Context: an optimization exercise on an open-source flow, tuned for small area, a short achievable clock period and few clock cycles. The choices shown serve that exercise and are no tape-out recipe. Only simulation tests tie the RTL to the original design; equivalence was not proved.

`flow/config.mk`:
```
export PLATFORM = sky130hd
export DESIGN_NAME = fzac_coder
export DESIGN_NICKNAME = fzac_coder
export VERILOG_FILES = /design/flow/design.v
export SDC_FILE = /design/flow/constraint.sdc
export NUM_CORES = 4
export LEC_CHECK = 0
export ABC_AREA = 1
export CAP_MARGIN = 20
export CORE_MARGIN = 2
export CORE_UTILIZATION = 40
export SLEW_MARGIN = 20
```
`flow/constraint.sdc`:
```
create_clock -name core_clock -period 13.0 [get_ports {clk}]
set_input_delay 2.6000 -clock core_clock [delete_from_list [all_inputs] [get_ports {clk}]]
set_output_delay 2.6000 -clock core_clock [all_outputs]
set_load 0.01 [all_outputs]
```
`flow/design.v`:
```
module fzac_coder (
    input  wire        clk,
    input  wire        rst,
    input  wire        cmd_valid,
    output wire        cmd_ready,
    input  wire [7:0]  cmd_op,
    input  wire [31:0] cmd_a0,
    input  wire [31:0] cmd_a1,
    input  wire [31:0] cmd_a2,
    output reg         rsp_valid,
    output reg  [2:0]  rsp_err,
    output reg  [31:0] rsp_res,
    output wire        out_valid,
    input  wire        out_ready,
    output wire [7:0]  out_data,
    input  wire        in_valid,
    output wire        in_ready,
    input  wire [7:0]  in_data,
    input  wire        in_end
);
    localparam [7:0] OP_NOP          = 8'h00;
    localparam [7:0] OP_SOFT_RESET   = 8'h01;
    localparam [7:0] OP_ENC_START    = 8'h10;
    localparam [7:0] OP_ENC_INTERVAL = 8'h11;
    localparam [7:0] OP_ENC_CLOSE    = 8'h12;
    localparam [7:0] OP_DEC_START    = 8'h20;
    localparam [7:0] OP_DEC_COUNT    = 8'h21;
    localparam [7:0] OP_DEC_REMOVE   = 8'h22;
    localparam [2:0] E_OK       = 3'd0;
    localparam [2:0] E_ILLEGAL  = 3'd1;
    localparam [2:0] E_PROTOCOL = 3'd2;
    localparam [2:0] E_INTERVAL = 3'd3;
    localparam [2:0] E_DESYNC   = 3'd4;
    localparam [26:0] TOP_VALUE     = 27'h7FFFFFF;
    localparam [1:0] M_IDLE = 2'd0;
    localparam [1:0] M_ENC  = 2'd1;
    localparam [1:0] M_DEC  = 2'd2;
    localparam [3:0] S_IDLE    = 4'd0;
    localparam [3:0] S_ITER    = 4'd1;
    localparam [3:0] S_FIN     = 4'd2;
    localparam [3:0] S_ERENORM = 4'd4;
    localparam [3:0] S_FOLLOW  = 4'd5;
    localparam [3:0] S_DRENORM = 4'd6;
    localparam [3:0] S_PRIME   = 4'd7;
    localparam [3:0] S_CLOSE   = 4'd8;
    localparam [3:0] S_PAD     = 4'd9;
    localparam [3:0] S_CDRAIN  = 4'd10;
    localparam [3:0] S_SDRAIN  = 4'd11;
    localparam [1:0] C_EINT = 2'd0;
    localparam [1:0] C_DCNT = 2'd1;
    localparam [1:0] C_DREM = 2'd2;
    reg [3:0]  state;
    reg [1:0]  mode;
    reg        closed;
    reg        eos;
    reg        closing;
    reg [1:0]  cop;
    reg        fchk;          
    reg        pend;
    reg        cmd_ready_r;
    reg [7:0]  op_r;
    reg [25:0] a0r;           
    reg [27:0] a1r;           
    reg [27:0] a2r;           
    reg        f0, f1, f2;    
    reg [26:0] low, high, value;
    reg [15:0] btf;
    reg        fbit;
    reg [6:0]  oacc;
    reg [2:0]  ocnt;
    reg [7:0]  obuf;
    reg        obuf_v;
    reg [7:0]  ib;
    reg [3:0]  icnt;
    reg [7:0]  nb;
    reg        nbv;
    reg        in_ready_r;
    reg        in_end_r;
    reg [4:0]  vbits;
    reg [4:0]  pcnt;
    reg [27:0] qh, qph;       
    reg [26:0] ql, qpl;       
    reg [26:0] acch;
    reg [24:0] accl;
    reg [4:0]  cnt;
    assign cmd_ready = cmd_ready_r;
    assign out_valid = obuf_v;
    assign out_data  = obuf;
    assign in_ready  = in_ready_r;
    wire l_ok = !f0 && !f1 && !f2 && (a0r < a1r[25:0]) && (a1r[25:0] <= a2r[25:0]) &&
                (a2r[25:0] <= 26'h2000000);
    wire t_ok = !f2 && (a2r[25:0] != 26'd0) && (a2r[25:0] <= 26'h2000000);
    wire [27:0] range = {1'b0, high} - {1'b0, low} + 28'd1;
    wire [27:0] vcnt  = {1'b0, value} - {1'b0, low} + 28'd1;
    wire [27:0] t0  = {2'b00, a2r[25:0]};
    wire        z16 = (t0[27:12] == 16'd0);
    wire [27:0] t1  = z16 ? {t0[11:0], 16'd0} : t0;
    wire        z8  = (t1[27:20] == 8'd0);
    wire [27:0] t2  = z8 ? {t1[19:0], 8'd0} : t1;
    wire        z4  = (t2[27:24] == 4'd0);
    wire [27:0] t3  = z4 ? {t2[23:0], 4'd0} : t2;
    wire        z2  = (t3[27:26] == 2'd0);
    wire [27:0] t4  = z2 ? {t3[25:0], 2'd0} : t3;
    wire        z1  = !t4[27];
    wire [27:0] tn  = z1 ? {t4[26:0], 1'b0} : t4;
    wire [4:0]  tsteps = 5'd28 - {z16, z8, z4, z2, z1};
    wire        rz2 = (range[27:26] == 2'd0);
    wire        rz1 = !range[27] && range[26];
    wire [27:0] rn  = rz2 ? {range[25:0], 2'd0} : rz1 ? {range[26:0], 1'b0} : range;
    wire [4:0]  rsteps = rz2 ? 5'd26 : rz1 ? 5'd27 : 5'd28;
    wire        mbit = qh[27];
    wire [29:0] ah  = {2'b00, acch, 1'b0};
    wire [29:0] bh  = mbit ? {2'b00, a1r} : 30'd0;
    wire [29:0] nd1 = ~{2'b00, a2r};
    wire [29:0] nd2 = ~{1'b0, a2r, 1'b0};
    wire [29:0] sh  = ah + bh;
    wire [29:0] uh1 = ah ^ bh ^ nd1;
    wire [29:0] vh1 = (ah & bh) | (ah & nd1) | (bh & nd1);
    wire [29:0] uh2 = ah ^ bh ^ nd2;
    wire [29:0] vh2 = (ah & bh) | (ah & nd2) | (bh & nd2);
    wire [29:0] xh1 = uh1 + {vh1[28:0], 1'b1};
    wire [29:0] xh2 = uh2 + {vh2[28:0], 1'b1};
    wire        dh2  = !xh2[29];
    wire        dh1  = !xh1[29];
    wire [26:0] acch_nx = dh2 ? xh2[26:0] : dh1 ? xh1[26:0] : sh[26:0];
    wire [27:0] qh_nx   = {dh2 ? qph[26:0] : qh[26:0], dh1 && !dh2};
    wire [27:0] qph_nx  = {(dh1 || dh2) ? qph[26:0] : qh[26:0], !(dh1 && !dh2)};
    wire [27:0] al  = {2'b00, accl, 1'b0};
    wire [27:0] bl  = mbit ? {3'b000, a0r[24:0]} : 28'd0;
    wire [27:0] ne1 = ~{2'b00, a2r[25:0]};
    wire [27:0] ne2 = ~{1'b0, a2r[25:0], 1'b0};
    wire [27:0] sl  = al + bl;
    wire [27:0] ul1 = al ^ bl ^ ne1;
    wire [27:0] vl1 = (al & bl) | (al & ne1) | (bl & ne1);
    wire [27:0] ul2 = al ^ bl ^ ne2;
    wire [27:0] vl2 = (al & bl) | (al & ne2) | (bl & ne2);
    wire [27:0] xl1 = ul1 + {vl1[26:0], 1'b1};
    wire [27:0] xl2 = ul2 + {vl2[26:0], 1'b1};
    wire        dl2  = !xl2[27];
    wire        dl1  = !xl1[27];
    wire [24:0] accl_nx = dl2 ? xl2[24:0] : dl1 ? xl1[24:0] : sl[24:0];
    wire [26:0] ql_nx   = {dl2 ? qpl[25:0] : ql[25:0], dl1 && !dl2};
    wire [26:0] qpl_nx  = {(dl1 || dl2) ? qpl[25:0] : ql[25:0], !(dl1 && !dl2)};
    wire [26:0] nl_w = low + ql;
    wire [27:0] nh_full = {1'b0, low} + qh - 28'd1;
    wire [26:0] nh_w = nh_full[26:0];
    wire e1 = !high[26];
    wire e2 = low[26];
    wire e3 = (low[26:25] == 2'b01) && (high[26:25] == 2'b10);
    wire eany = e1 || e2 || e3;
    wire put_full = (ocnt == 3'd7);
    wire can_put  = !put_full || !obuf_v;
    wire ib_have  = (icnt != 4'd0);
    wire bit_ok   = ib_have || nbv || in_end_r;
    wire bit_val  = ib_have ? ib[7] : (nbv ? nb[7] : 1'b0);
    wire idle_like = (state == S_IDLE) || (state == S_ERENORM && !eany);
    wire [1:0] lo_nx = (e1 || e2) ? low[25:24]  : {1'b0, low[24]};
    wire [1:0] hi_nx = (e1 || e2) ? high[25:24] : {1'b1, high[24]};
    wire eany_nx = !hi_nx[1] || lo_nx[1] || (lo_nx == 2'b01 && hi_nx == 2'b10);
    wire eany_fin = !nh_w[26] || nl_w[26] || (nl_w[26:25] == 2'b01 && nh_w[26:25] == 2'b10);
    wire desync   = (vcnt <= {1'b0, ql}) || (vcnt > qh);
    wire do_dec = idle_like && pend;
    task put_bit(input b);
        begin
            if (put_full) begin
                obuf   <= {oacc, b};
                obuf_v <= 1'b1;
                ocnt   <= 3'd0;
                oacc   <= 7'd0;
            end else begin
                oacc <= {oacc[5:0], b};
                ocnt <= ocnt + 3'd1;
            end
        end
    endtask
    task take_bit;
        begin
            if (ib_have) begin
                ib   <= {ib[6:0], 1'b0};
                icnt <= icnt - 4'd1;
            end else if (nbv) begin
                ib   <= {nb[6:0], 1'b0};
                icnt <= 4'd7;
                nbv  <= 1'b0;
            end else if (vbits != 5'd0) begin
                vbits <= vbits - 5'd1;
                if (vbits == 5'd1) eos <= 1'b1;
            end
        end
    endtask
    task respond(input [2:0] e);
        begin
            rsp_valid <= 1'b1;
            rsp_err   <= e;
            rsp_res   <= 32'd0;
        end
    endtask
    task release_cmd;
        begin
            pend        <= 1'b0;
            cmd_ready_r <= 1'b1;
        end
    endtask
    always @(posedge clk) begin
        in_end_r <= in_end && !rst;
        if (cmd_ready_r) begin
            op_r <= cmd_op;
            a0r  <= cmd_a0[25:0];
            f0   <= |cmd_a0[31:26];
            f1   <= |cmd_a1[31:26];
            f2   <= |cmd_a2[31:26];
        end
    end
    always @(posedge clk) begin
        rsp_valid <= 1'b0;
        if (obuf_v && out_ready)
            obuf_v <= 1'b0;
        if (in_valid && in_ready_r) begin
            nb  <= in_data;
            nbv <= 1'b1;
            in_ready_r <= 1'b0;
        end
        if (cmd_ready_r) begin
            a1r <= {2'b00, cmd_a1[25:0]};
            a2r <= {2'b00, cmd_a2[25:0]};
            if (cmd_valid) begin
                pend        <= 1'b1;
                cmd_ready_r <= 1'b0;
            end
        end
        fchk <= 1'b0;
        if (state == S_IDLE && !pend) begin
            cop  <= C_DREM;
            qh   <= rn;
            qph  <= rn;
            ql   <= 27'd0;
            qpl  <= 27'd0;
            acch <= 27'd0;
            accl <= 25'd0;
            cnt  <= rsteps;
            if (cmd_ready_r && cmd_valid && cmd_op == OP_DEC_REMOVE &&
                mode == M_DEC && !eos) begin
                fchk  <= 1'b1;
                state <= S_ITER;
            end
        end
        if (do_dec) begin
            state <= S_IDLE;
            case (op_r)
                OP_NOP: begin
                    respond(E_OK);
                    release_cmd;
                end
                OP_SOFT_RESET: begin
                    release_cmd;
                    state <= S_SDRAIN;
                end
                OP_ENC_START: begin
                    release_cmd;
                    if (mode != M_IDLE) begin
                        respond(E_PROTOCOL);
                    end else begin
                        respond(E_OK);
                        mode   <= M_ENC;
                        closed <= 1'b0;
                        low    <= 27'd0;
                        high   <= TOP_VALUE;
                        btf    <= 16'd0;
                        oacc   <= 7'd0;
                        ocnt   <= 3'd0;
                    end
                end
                OP_DEC_START: begin
                    release_cmd;
                    if (mode != M_IDLE) begin
                        respond(E_PROTOCOL);
                    end else begin
                        mode  <= M_DEC;
                        low   <= 27'd0;
                        high  <= TOP_VALUE;
                        value <= 27'd0;
                        vbits <= 5'd27;
                        eos   <= 1'b0;
                        icnt  <= 4'd0;
                        if (!(in_valid && in_ready_r)) begin
                            nbv        <= 1'b0;
                            in_ready_r <= 1'b1;
                        end
                        pcnt  <= 5'd27;
                        state <= S_PRIME;
                    end
                end
                OP_ENC_INTERVAL: begin
                    if (mode != M_ENC || closed) begin
                        respond(E_PROTOCOL); release_cmd;
                    end else if (!l_ok) begin
                        respond(E_INTERVAL); release_cmd;
                    end else begin
                        respond(E_OK);
                        cop   <= C_EINT;
                        qh    <= rn;
                        qph   <= rn;
                        ql    <= 27'd0;
                        qpl   <= 27'd0;
                        acch  <= 27'd0;
                        accl  <= 25'd0;
                        cnt   <= rsteps;
                        state <= S_ITER;
                    end
                end
                OP_ENC_CLOSE: begin
                    release_cmd;
                    if (mode != M_ENC || closed) begin
                        respond(E_PROTOCOL);
                    end else begin
                        btf     <= btf + 16'd1;
                        closing <= 1'b1;
                        state   <= S_CLOSE;
                    end
                end
                OP_DEC_COUNT: begin
                    if (mode != M_DEC || eos) begin
                        respond(E_PROTOCOL); release_cmd;
                    end else if (!t_ok) begin
                        respond(E_INTERVAL); release_cmd;
                    end else begin
                        cop   <= C_DCNT;
                        a1r   <= vcnt;
                        a2r   <= range;
                        qh    <= tn;
                        qph   <= tn;
                        ql    <= 27'd0;
                        qpl   <= 27'd0;
                        acch  <= 27'd0;
                        accl  <= 25'd0;
                        cnt   <= tsteps;
                        state <= S_ITER;
                    end
                end
                OP_DEC_REMOVE: begin
                    if (mode != M_DEC || eos) begin
                        respond(E_PROTOCOL); release_cmd;
                    end else if (!l_ok) begin
                        respond(E_INTERVAL); release_cmd;
                    end else begin
                        cop   <= C_DREM;
                        qh    <= rn;
                        qph   <= rn;
                        ql    <= 27'd0;
                        qpl   <= 27'd0;
                        acch  <= 27'd0;
                        accl  <= 25'd0;
                        cnt   <= rsteps;
                        state <= S_ITER;
                    end
                end
                default: begin
                    respond(E_ILLEGAL);
                    release_cmd;
                end
            endcase
        end else begin
            case (state)
                S_IDLE: ;
                S_ITER: begin
                    acch <= acch_nx;
                    qh   <= qh_nx;
                    qph  <= qph_nx;
                    accl <= accl_nx;
                    ql   <= ql_nx;
                    qpl  <= qpl_nx;
                    cnt  <= cnt - 5'd1;
                    if (fchk && !l_ok) begin
                        respond(E_INTERVAL);
                        release_cmd;
                        state <= S_IDLE;
                    end else if (cnt == 5'd1) begin
                        state <= S_FIN;
                    end
                end
                S_FIN: begin
                    release_cmd;
                    case (cop)
                        C_EINT: begin
                            low   <= nl_w;
                            high  <= nh_w;
                            state <= S_ERENORM;
                        end
                        C_DCNT: begin
                            rsp_valid <= 1'b1;
                            rsp_err   <= E_OK;
                            rsp_res   <= {7'd0, qh[24:0] - {24'd0, (acch == 27'd0)}};
                            state     <= S_IDLE;
                        end
                        default: begin
                            if (desync) begin
                                respond(E_DESYNC);
                                state <= S_IDLE;
                            end else begin
                                low   <= nl_w;
                                high  <= nh_w;
                                if (eany_fin) begin
                                    state <= S_DRENORM;
                                end else begin
                                    respond(E_OK);
                                    state <= S_IDLE;
                                end
                            end
                        end
                    endcase
                end
                S_ERENORM: begin
                    if (e1 || e2) begin
                        if (can_put) begin
                            put_bit(e2);
                            fbit <= !e2;
                            low  <= {low[25:0], 1'b0};
                            high <= {high[25:0], 1'b1};
                            if (btf != 16'd0)
                                state <= S_FOLLOW;
                        end
                    end else if (e3) begin
                        btf  <= btf + 16'd1;
                        low  <= {1'b0, low[24:0], 1'b0};
                        high <= {1'b1, high[24:0], 1'b1};
                    end else begin
                        state <= S_IDLE;
                    end
                end
                S_FOLLOW: begin
                    if (btf == 16'd0) begin
                        state <= closing ? S_PAD : S_ERENORM;
                    end else if (can_put) begin
                        put_bit(fbit);
                        btf <= btf - 16'd1;
                        if (btf == 16'd1)
                            state <= closing ? S_PAD : S_ERENORM;
                    end
                end
                S_CLOSE: begin
                    if (can_put) begin
                        put_bit(low[26] | low[25]);
                        fbit  <= !(low[26] | low[25]);
                        state <= S_FOLLOW;
                    end
                end
                S_PAD: begin
                    if (ocnt == 3'd0) begin
                        state <= S_CDRAIN;
                    end else if (!obuf_v) begin
                        obuf   <= {oacc, 1'b0} << (3'd7 - ocnt);
                        obuf_v <= 1'b1;
                        oacc   <= 7'd0;
                        ocnt   <= 3'd0;
                        state  <= S_CDRAIN;
                    end
                end
                S_CDRAIN: begin
                    if (!obuf_v) begin
                        closed  <= 1'b1;
                        closing <= 1'b0;
                        respond(E_OK);
                        state   <= S_IDLE;
                    end
                end
                S_SDRAIN: begin
                    if (!obuf_v) begin
                        mode    <= M_IDLE;
                        closed  <= 1'b0;
                        closing <= 1'b0;
                        eos     <= 1'b0;
                        low     <= 27'd0;
                        high    <= TOP_VALUE;
                        value   <= 27'd0;
                        btf     <= 16'd0;
                        oacc    <= 7'd0;
                        ocnt    <= 3'd0;
                        icnt    <= 4'd0;
                        nbv     <= 1'b0;
                        in_ready_r <= 1'b1;
                        vbits   <= 5'd27;
                        respond(E_OK);
                        state   <= S_IDLE;
                    end
                end
                S_PRIME: begin
                    if (bit_ok) begin
                        value <= {value[25:0], bit_val};
                        pcnt  <= pcnt - 5'd1;
                        if (pcnt == 5'd1) begin
                            respond(E_OK);
                            state <= S_IDLE;
                        end
                        take_bit;
                        if (!ib_have && nbv) in_ready_r <= 1'b1;
                    end
                end
                S_DRENORM: begin
                    if (bit_ok) begin
                        if (!eany_nx) begin
                            respond(E_OK);
                            state <= S_IDLE;
                        end
                        if (e1 || e2) begin
                            low   <= {low[25:0], 1'b0};
                            high  <= {high[25:0], 1'b1};
                            value <= {value[25:0], bit_val};
                        end else begin
                            low   <= {1'b0, low[24:0], 1'b0};
                            high  <= {1'b1, high[24:0], 1'b1};
                            value <= {value[26], value[24:0], bit_val};
                        end
                        take_bit;
                        if (!ib_have && nbv) in_ready_r <= 1'b1;
                    end
                end
                default: state <= S_IDLE;
            endcase
        end
        if (rst) begin
            state   <= S_IDLE;
            mode    <= M_IDLE;
            closed  <= 1'b0;
            eos     <= 1'b0;
            closing <= 1'b0;
            pend    <= 1'b0;
            fchk    <= 1'b0;
            cmd_ready_r <= 1'b1;
            low     <= 27'd0;
            high    <= TOP_VALUE;
            value   <= 27'd0;
            btf     <= 16'd0;
            ocnt    <= 3'd0;
            obuf_v  <= 1'b0;
            icnt    <= 4'd0;
            nbv     <= 1'b0;
            in_ready_r <= 1'b1;
            vbits   <= 5'd27;
            rsp_valid <= 1'b0;
        end
    end
endmodule
```
`flow/flow/run.sh`:
```
#!/bin/bash
# The standard layout, with two changes to how it is made (the SDC keeps
# the design's period and I/O constraints):
#  - ORFS timing repair aims below the clock constraint, so the achieved
#    period drops;
#  - ports are buffered with a plain buffer instead of the default delay cell.
set -uo pipefail
bash standard.sh SETUP_SLACK_MARGIN=8.5 TNS_END_PERCENT=100 \
    "BUFFER_PORTS_ARGS=-buffer_cell sky130_fd_sc_hd__buf_2" finish > make_finish.log 2>&1
```
`flow/standard.sh`:
```
#!/bin/bash
# synth_recipe.tcl (not shown) runs the flow's synth.tcl, then flattens the netlist and writes it again
# the make line also repeats each setting of config.mk as NAME=value (left out here)
make -C /OpenROAD-flow-scripts/flow DESIGN_CONFIG=/design/flow/config.mk WORK_HOME=/design/flow/orfs CLKGATE_MAP_FILE= SYNTH_SCRIPT=/design/flow/synth_recipe.tcl "${@:-finish}"
```
==> summary.txt, run 1 <==
Post-CTS Hold Buffers -> 0
Post-route insts no fill -> 8570
Initial core utilization -> 40.16%
CP Capture Point -> rsp_res[10]$_SDFFCE_PP0P_
Die extent in y -> 342.2 um
Critical path peak fanout -> 14
CTS buffer count -> 58
Routability cong. -> 1.002
Slowest cell on the critical path -> o32ai_2
Worst reg2reg path depth -> 30
Root Buffer -> clkbuf_16
Reg clk slew, reported paths -> 0.07 ns
Mean routed wirelength per cell -> 22.60 um
Cell Area, Synth -> 45740 um^2
Most used DFF post-synth -> dfxtp_1
Unique masters post-synth -> 66
DRT iter0 DRCs -> 5024
Status -> no timing/DRC/antenna violations
Worst Hold Class -> reg -> reg
HPWL after DPL -> 142.2 mm
CP startpoint -> value[1]$_SDFFE_PP0P_
CP max stage delay -> 0.37 ns
Die W -> 342.2 um
Total iterations of the first detailed-routing run -> 6
Fin. Hold Viols -> 0
CTS tree -> built
Most frequent CP cell -> inv_2
Crit path time final -> 4.946 ns
Total wire length -> 193.7 mm
Most common cell after layout, fill and taps aside -> nand2_1
Via count of the first global-routing pass -> 45290
Worst slew pin tran -> 1.131 ns
Syn-to-layout area delta -> 14.17%
Setup violators final -> 0
Placed Cells -> 8328
CP Class -> reg -> reg
Critical R2R Capture -> rsp_res[10]$_SDFFCE_PP0P_
Clock latency (worst-skew pair) -> 0.73 ns
H-tree depth -> 2
DRC errors left -> 0
Fmax -> 0.2022 GHz
Share of cells above drive strength 1 -> 9.906%
Largest net degree at the start of global routing -> 110
Row count -> 124
Post-synth top area share -> 15.28%
Synth area leaders -> dfxtp_1, nand2_1, ha_1, inv_1, a21oi_1
Vias -> 49070
Die Area -> 117100 um^2
Most frequent cells in the layout -> nand2_1, inv_1, a21oi_1
Tcrit/Tclk final -> 38.05%
EDFF count, synth -> 101
R2r setup slk -> 8.05 ns
Syn Area/Cell -> 6.666 um^2
Core Box Area -> 113900 um^2
Max Clock Skew -> 0.06121 ns
RSZ-0062 raised after global routing -> true
Initial antenna violation count -> 4
Gr usage total -> 31.51%
CTS Sinks -> 450
Startpoint type of the worst setup path -> flop
Post-route cell area -> 52220 um^2
I/O Pins -> 165
Worst hold start -> value[26]$_SDFFE_PP0P_
Maxcap violations -> 0
Fin. max-slew vios -> 0
CP required -> 13.49 ns
Vias/cell -> 5.725
Max_slew headroom -> 24.58%
First-pass GRT wire length -> 281.4 mm
#FFs+latches synth -> 450
Yosys top cell by area -> dfxtp_1
Worst Path Arrival -> 5.44 ns
Post-Synthesis Cells -> 6862
Setup TNS -> 0 ns
Global route total overflow -> 0
Synth warn -> 1
Max clock buf depth -> 3
PortBufs -> 157
Final #Nets -> 7701
Placed inst area -> 47810 um^2
Post-route ant nets -> 0
Critical R2R Launch -> value[1]$_SDFFE_PP0P_
Post-layout util -> 45.86%
Post-synthesis sequential area ratio -> 21.91%
Async set-reset flop share out of synthesis -> 0%
CP Capture Type -> flop
[synth_stat cells (6+ instances only)]
library cell and count:
o2111ai_1 16, nand2_1 1555, nor4_1 25, xnor2_1 69, dfxtp_1 349, xor2_1 120
a21oi_1 661, nand3_1 322, clkbuf_1 169, nor3b_1 6, buf_4 9, nand4_1 99
a211oi_1 32, o221ai_1 27, a22oi_1 75, inv_2 11, a21boi_0 19, nand2_2 7
o211ai_1 86, inv_1 1046, o21ai_0 549, o21bai_1 27, fa_1 111, a21o_1 21
buf_6 6, o21a_1 33, a221oi_1 12, or2_2 44, edfxtp_1 101, a31o_2 9
o22ai_1 48, buf_1 33, a31oi_1 110, clkinv_1 6, o21ai_1 20, nor2_1 384
buf_2 39, nor2_2 7, ha_1 466, nor3_1 59
[what timing repair did]
item / CTS / global route
pin swaps: 28 / 37
endpoints found under the setup margin: 225 / 269
setup buffers: 58 / 46
cloned: 17 / 9
resized for setup: 137 / 124
[area by class of cell]
cell class                      count  area (um^2)
Fill cell                       11850        61660
Inverter                         1064         4070
Timing Repair Buffer              323         2579
Sequential cell                   450        10070
Tap cell                         1512         1892
Antenna cell                        2        5.005
Timing Repair inverter              8        101.3
Multi-Input combinational cell   5101        31420
Clock buffer                       72         1565
Clock inverter                     38        514.2
[state kept, by name (all words and copies together), names as in the netlist, 25 cells and up]
name     flops
qph         27
acch        27
rsp_res     25
qpl         26
high        27
a2r         28
low         27
a0r         26
value       27
qh          28
accl        25
a1r         28
ql          27
[how the worst min path moves through the flow]
stage,endpoint,slack (ns),depth (start not counted)
2_1_floorplan,value[26]$_SDFFE_PP0P_,0.43,2
3_3_place_gp,value[26]$_SDFFE_PP0P_,0.44,2
3_5_place_dp,value[26]$_SDFFE_PP0P_,0.44,2
5_1_grt,value[26]$_SDFFE_PP0P_,0.48,2
6_report,value[26]$_SDFFE_PP0P_,0.46,2
4_1_cts,value[26]$_SDFFE_PP0P_,0.45,2
[logic make-up (layout without fill, tap and decap cells)]
logic type,count (synthesis),count (layout),share of synthesized area (%)
buf+inv,1321,1505,11.16
flops,450,450,21.91
simple gates,2535,2539,23.18
fa+ha+maj,577,577,17.61
xor+xnor,189,189,3.619
other cells,1,9,0.008199
compound gates,1785,1785,22.44
mux,4,4,0.08754
[per-layer routing]
metal	GRT usage [%]	wire length, um	vias to the layer above
li1	-	-	23340
met5	0	23	-
met2	49.66	84610	2232
met1	41.67	80780	23050
met4	17.04	12170	4
met3	4.294	16080	448
[critical path, delay by kind of cell, from the launching register on]
| kind | cells | cell delay [ns] |
|---|---|---|
| adders and majority gates | 4 | 0.97 |
| AOI/OAI and AO/OA | 9 | 1.51 |
| DFF | 1 | 0.34 |
| xor gates and xnor gates | 1 | 0.22 |
| buffers and inverters | 8 | 0.67 |
| and+or+nand+nor | 8 | 0.99 |
[stage by stage]
step           setup WS, ns  hold WS (ns)
2_1_floorplan         8.264        0.4282
3_3_place_gp          6.998        0.4386
3_5_place_dp          6.905        0.4415
4_1_cts               8.171        0.4538
5_1_grt               7.868        0.4833
6_report              8.054        0.4551
Testbench counts, summed over its fixed seeds: cycles 356,430.
==> run 2: changes to the inputs <==
--- a/flow/design.v
+++ b/flow/design.v
@@ -55,7 +55,6 @@
     reg        eos;
     reg        closing;
     reg [1:0]  cop;
-    reg        fchk;          
     reg        pend;
     reg        cmd_ready_r;
     reg [7:0]  op_r;
@@ -228,22 +227,6 @@
                 cmd_ready_r <= 1'b0;
             end
         end
-        fchk <= 1'b0;
-        if (state == S_IDLE && !pend) begin
-            cop  <= C_DREM;
-            qh   <= rn;
-            qph  <= rn;
-            ql   <= 27'd0;
-            qpl  <= 27'd0;
-            acch <= 27'd0;
-            accl <= 25'd0;
-            cnt  <= rsteps;
-            if (cmd_ready_r && cmd_valid && cmd_op == OP_DEC_REMOVE &&
-                mode == M_DEC && !eos) begin
-                fchk  <= 1'b1;
-                state <= S_ITER;
-            end
-        end
         if (do_dec) begin
             state <= S_IDLE;
             case (op_r)
@@ -370,13 +353,8 @@
                     ql   <= ql_nx;
                     qpl  <= qpl_nx;
                     cnt  <= cnt - 5'd1;
-                    if (fchk && !l_ok) begin
-                        respond(E_INTERVAL);
-                        release_cmd;
-                        state <= S_IDLE;
-                    end else if (cnt == 5'd1) begin
+                    if (cnt == 5'd1)
                         state <= S_FIN;
-                    end
                 end
                 S_FIN: begin
                     release_cmd;
@@ -524,7 +502,6 @@
             eos     <= 1'b0;
             closing <= 1'b0;
             pend    <= 1'b0;
-            fchk    <= 1'b0;
             cmd_ready_r <= 1'b1;
             low     <= 27'd0;
             high    <= TOP_VALUE;
==> run 2 against run 1 <==
Net effect: final cell count down 9.0%; die area decreased by 4.2%; largest cell class unchanged; register-to-register slack better by 0.24 ns; clock-buffer cell count grew 2; routed wire length shrank 10%.
==> summary.txt, run 2 <==
Status -> no timing/DRC/antenna violations
Die W -> 334.9 um (-2.1%)
Most frequent cells in the layout -> nand2_1, inv_1, a21oi_1
Die Area -> 112100 um^2 (-4.2%)
Routability cong. -> 0.9671 (-3.4%)
Die extent in y -> 334.9 um (-2.1%)
Post-Synthesis Cells -> 6187 (-9.8%)
EDFF count, synth -> 268 (+170%)
Setup violators final -> 0 (unchanged)
#FFs+latches synth -> 449 (-0.22%)
CP required -> 13.54 ns (+0.05 ns)
Clock latency (worst-skew pair) -> 0.71 ns (-0.02 ns)
Syn-to-layout area delta -> 13.78%
Worst Path Arrival -> 5.24 ns (-0.20 ns)
Share of cells above drive strength 1 -> 10.02% (+0.12 points)
CTS tree -> built
Post-synthesis sequential area ratio -> 26.65% (+4.7 points)
DRT iter0 DRCs -> 4770 (-5.1%)
First-pass GRT wire length -> 256.1 mm (-9.0%)
Fin. Hold Viols -> 0 (unchanged)
Fin. max-slew vios -> 0 (unchanged)
Async set-reset flop share out of synthesis -> 0% (unchanged)
Worst Hold Class -> reg -> reg
Vias -> 43790 (-11%)
Cell Area, Synth -> 43790 um^2 (-4.3%)
R2r setup slk -> 8.29 ns (+0.24 ns)
Vias/cell -> 5.615 (-1.9%)
Global route total overflow -> 0 (unchanged)
Crit path time final -> 4.707 ns (-0.2392 ns)
CP Class -> reg -> reg
Hold path depth -> 2 (unchanged)
CP Capture Type -> flop
RSZ-0062 raised after global routing -> true
Largest net degree at the start of global routing -> 109 (-0.91%)
Critical path peak fanout -> 7 (-7)
Post-route ant nets -> 0 (unchanged)
Core Box Area -> 108700 um^2 (-4.5%)
Worst slew pin tran -> 1.210 ns (+0.07824 ns)
Total iterations of the first detailed-routing run -> 5 (-1)
I/O Pins -> 165 (unchanged)
Biggest regs -> a1r x28, a2r x28, qh x28
Fmax -> 0.2125 GHz (+5.1%)
HPWL after DPL -> 133.8 mm (-5.9%)
Root Buffer -> clkbuf_16
Top-count cell post-synth -> nand2_1
Startpoint type of the worst setup path -> flop
Mean routed wirelength per cell -> 22.24 um (-1.6%)
Synth warn -> 1 (unchanged)
Syn Area/Cell -> 7.077 um^2 (+6.2%)
Antenna diodes -> 0 (-2)
CTS Sinks -> 449 (-0.22%)
Setup TNS -> 0 ns (unchanged)
Max_slew headroom -> 18.51% (-6.1 points)
Post-layout util -> 45.83% (about the same)
Maxcap violations -> 0 (unchanged)
Reg clk slew, reported paths -> 0.07 ns (about the same)
Tcrit/Tclk final -> 36.21% (-1.8 points)
PortBufs -> 157 (unchanged)
Initial antenna violation count -> 6 (+2)
H-tree depth -> 2 (unchanged)
Synth area leaders -> edfxtp_1, ha_1, nand2_1, dfxtp_1, inv_1
Initial core utilization -> 40.28% (+0.12 points)
Max clock buf depth -> 3 (unchanged)
Row count -> 121 (-2.4%)
Unique masters post-synth -> 64 (-3.0%)
DRC errors left -> 0 (unchanged)
Yosys top cell by area -> edfxtp_1
Via count of the first global-routing pass -> 41190 (-9.1%)
Worst reg2reg path depth -> 26 (-13%)
Total wire length -> 173.5 mm (-10%)
Gr usage total -> 30.13% (-1.4 points)
Top cells by count, synth -> nand2_1, inv_1, a21oi_1
Final #Nets -> 7032 (-8.7%)
Post-synth top area share -> 18.38% (+3.1 points)
Most common cell after layout, fill and taps aside -> nand2_1
Max Clock Skew -> 0.04193 ns (-0.01928 ns)
CTS buffer count -> 58 (unchanged)
Most used DFF post-synth -> edfxtp_1
[run 2: routing by layer]
metal	wire length, um	up-vias	GRT usage, %
met5	18	-	0
met4	8851	2	13.34
li1	-	21020	-
met2	74550	1776	46.28
met1	74760	20660	41.24
met3	15300	340	5.384
[run 2: kinds of logic after synthesis]
group           Yosys count  share of synthesized area [%]
fa+ha+maj               578                          18.42
mux                       2                        0.04572
xor+xnor                189                          3.780
simple gates           2390                          22.82
buf+inv                1161                          10.12
flops                   449                          26.65
other cells               1                       0.008564
compound gates         1417                          18.15
[run 2: path summary, 6_finish.rpt]
| path | startpoint | endpoint |
|---|---|---|
| worst max-delay path | value[0]$_SDFFE_PP0P_ | high[15]$_SDFFE_PP1P_ |
| worst min-delay path | value[26]$_SDFFE_PP0P_ | value[26]$_SDFFE_PP0P_ |
| worst max register to register | value[0]$_SDFFE_PP0P_ | high[15]$_SDFFE_PP1P_ |
| worst min register to register | value[26]$_SDFFE_PP0P_ | value[26]$_SDFFE_PP0P_ |
[run 2: timing repair]
item,in CTS,in global routing
hold buffers,0,0
buffers inserted,37,18
pin swaps,37,42
setup endpoints to repair,403,373
gates cloned,8,5
resized for setup,183,118
[run 2: final cells by class]
| class | count | area, um^2 |
|---|---|---|
| fillers | 11280 | 58880 |
| repair buffers | 261 | 1893 |
| flip-flops and latches | 449 | 11730 |
| inverters | 976 | 3729 |
| clock buffers | 74 | 1602 |
| well taps | 1414 | 1769 |
| clock inverters | 36 | 354.1 |
| repair inverters | 4 | 43.79 |
| multi-input cells | 4586 | 28700 |
[run 2: through the flow]
stage | cell area (um^2) | setup WS, ns | hold WS, ns | std cells
global placement | 46040 | 6.847 | 0.4557 | 7621
floorplan | 43930 | 6.517 | 0.4281 | 6193
global route | 49820 | 8.184 | 0.4924 | 7800
CTS | 49130 | 8.350 | 0.4708 | 7776
finish | 49820 | 8.293 | 0.4747 | 7800
detailed placement | 46040 | 6.749 | 0.4618 | 7621
[run 2: worst max-delay path, cell delays in order (launching register included)]
cell	delay (ns)
dfxtp_1	0.40
ha_2	0.23
ha_4	0.15
inv_2	0.04
fa_2	0.37
o21ai_2	0.17
nand2_1	0.09
nand2_2	0.08
a21oi_4	0.07
o21ai_4	0.20
buf_6	0.14
a21boi_4	0.07
o21ai_4	0.20
a21oi_2	0.10
xnor2_2	0.16
buf_4	0.15
ha_1	0.29
nand4_1	0.13
o31a_1	0.33
a21oi_2	0.17
a21oi_4	0.06
or2_4	0.29
nand2_8	0.17
buf_16	0.23
inv_16	0.07
nand2_1	0.08
nand3_1	0.06
Testbench counts of run 2, summed over its fixed seeds: cycles 360,830.

re-timing with driven ports:
In the flow no input, the clock included, has a driving cell. The finished layouts below were timed again as built, in two steps. Step 1 assumes that a clkbuf_16 drives the clock port and a buf_2 every other input. Step 2 also shifts input and output timing later by t, the mid clock arrival at the registers, as if the neighbouring blocks saw the same clock. Three values: ideal ports, drivers, drivers and shift; two values: the first two.
run	t, ns	setup slack, ns	worst register clock-pin slew, ns	cell pins on the clock port's net
run 1	0.783	8.054 / 8.054 / 8.054	0.07 / 0.07	1
run 2	0.769	8.293 / 8.293 / 8.293	0.07 / 0.07	1
After both steps every run listed still meets setup and hold.
